Context: an optimization exercise on an open-source flow, tuned for small area, a short achievable clock period and few clock cycles per item. The choices shown serve that exercise and are no tape-out recipe.
Function was checked by simulation only, so behaviour that the tests miss may differ from the original.

Setup of build 11:
==> flow/design.v (excerpt) <==
module echo_engine (
    input  wire        clk,
    input  wire        rst,         
    input  wire        cfg_we,
    input  wire [4:0]  cfg_addr,
    input  wire [31:0] cfg_wdata,
    output reg         cfg_err,     
    input  wire        in_valid,
    output wire        in_ready,
    input  wire [1:0]  in_op,       
    input  wire [15:0] in_data,
    output wire        out_valid,
    input  wire        out_ready,
    output wire [15:0] out_data
);
    localparam RING_DEPTH  = 64;
    localparam TABLE_DEPTH = 16;
    localparam OP_DELAY = 2'd0;
    localparam OP_TABLE = 2'd1;
    localparam OP_PRBS  = 2'd2;
    localparam OP_NOISE = 2'd3;
    localparam A_CAPACITY    = 5'd0;
    localparam A_NOISE_LEVEL = 5'd1;
    localparam A_LFSR        = 5'd2;
    localparam A_LCG_SEED    = 5'd3;
    localparam A_TABLE_LEN   = 5'd4;
    localparam A_RESTART     = 5'd5;
    localparam A_LCGSTEP     = 5'd6;
    function [30:0] rotl;
        input [30:0] v;
        input integer n;
        begin
            rotl = (v << n) | (v >> (31 - n));
        end
  ...
export LEC_CHECK = 0
export CAP_MARGIN = 20
export CORE_MARGIN = 2
export CORE_UTILIZATION = 40
export CTS_CLUSTER_DIAMETER = 70
export CTS_CLUSTER_SIZE = 24
export PLACE_DENSITY = 0.6
export SLEW_MARGIN = 20
create_clock -name core_clock -period 10.5 [get_ports {clk}]
standard.sh (not shown) runs the stock make flow with config.mk's settings and CLKGATE_MAP_FILE= SYNTH_SCRIPT=/design/flow/synth_recipe.tcl, a recipe that flattens the netlist after the stock synthesis.
==> flow/flow/run.sh <==
#!/bin/bash
set -euo pipefail
MARGIN=$(cat flow/margin.txt)
bash standard.sh SETUP_SLACK_MARGIN=$MARGIN \
  "CTS_ARGS=-sink_clustering_enable -repair_clock_nets -sink_clustering_size 24 -sink_clustering_max_diameter 70 -dont_use_dummy_load" \
  "BUFFER_PORTS_ARGS=-buffer_cell sky130_fd_sc_hd__buf_4" \
  ADDER_MAP_FILE= \
  finish > flow_make.log 2>&1
==> flow/flow/margin.txt <==
6.6
Testbench counts of build 11, summed over its fixed seeds: cycles 32,976, items 32,000.
Edits applied to the flow inputs when going from build 11 to build 52:
==> flow/flow/margin.txt <==
7.2
Notes after the runs:
In build 52, average routed wire per standard cell is lower than in build 11.
In build 52, the count of cells along the worst register-to-register path came out 3 above the value in build 11.
Of the two candidates, build 11 has the better post-layout instance area and build 52 the worse one.
Setup slack in build 52 is larger than in build 11.
After synthesis and placement, the instance count of build 52 is above that of build 11.
The inputs of build 9 differ from those of build 52 as listed below.
-- flow/flow/run.sh --
<<< build 52, line 7
  ADDER_MAP_FILE= \
>>> build 9, line 7
==> flow/flow/margin.txt <==
7.0
[summary]
Summary of build 9 over build 52: clock period minus worst slack grew by 600 ps; placeable core region shrank by 1.9%; share of the synthesized area in compound gates (AO/OA/AOI/OAI) shrank by 0.88 points. A critical path class of reg2reg is what build 9 shows, while reg2out belongs to build 52. Build 52 ended up with XOR/XNOR gates as its combinational family with the most area after synthesis; build 9 ended up with adder cells. When the final numbers for build 9 and build 52 were put side by side, the xor/xnor cell area share of the yosys netlist turned out to be greater in build 52.
Setup changes, build 9 to build 35
-- flow/flow/run.sh --
<<< build 9, line 2
>>> build 35, line 2
# Standard ORFS layout through the standard.sh (the standard synthesis script, so
# the same registers), with these changes to how the layout is made:
#  - clock tree synthesis without dummy loads;
#  - buf_4 cells as the port buffers;
#  - no full or half adder cells from synthesis (abc maps the adders as plain gates).
<<< build 9, line 7
>>> build 35, line 12
  ADDER_MAP_FILE= \
==> flow/flow/margin.txt <==
6.9
Results
The mean routed wirelength per cell in build 35 was higher than what build 9 gave.
HPWL reported at the end of detailed placement on build 35 is behind build 9.
Build 35: cell count after placement 414 above build 9
Summary of the comparison: total detailed-routing wirelength is higher in build 35, relative to build 9.
Count of multi-input gates is lower on build 9

re-timing with driven ports:
How much do the figures lean on ideal ports? The routed layouts below were timed once more, with nothing changed but the port constraints.
Step 1 sets driving cells, clkbuf_16 on the clock port and buf_2 on the other inputs (assumed; they add their load-dependent delay and slew).
Step 2 adds t to the input delays and takes it off the output delays; t is the mean of the earliest and latest rising clock arrival at the registers after step 1. Input paths then give back, and output paths get back, about the clock's delay inside the block.
a / b / c = ideal ports / drivers / drivers and shift; a / b = the first two.
run | shift t [ns] | setup slack, ns | hold slack, ns | worst setup path at the end
build 11 | 0.758 | 6.715 / 6.715 / 5.985 | 0.360 / 0.360 / 0.360 | input to register
build 52 | 0.764 | 6.959 / 6.876 / 6.264 | 0.314 / 0.314 / 0.314 | input to register
build 9 | 0.741 | 6.360 / 6.360 / 5.787 | 0.362 / 0.362 / 0.362 | input to register
build 35 | 0.756 | 6.929 / 6.885 / 6.249 | 0.310 / 0.310 / 0.310 | input to register
After both steps setup and hold are still met in every run listed. For build 11, which loses most, drivers alone change the setup slack by 0.000 ns; drivers and shift together by -0.730 ns.
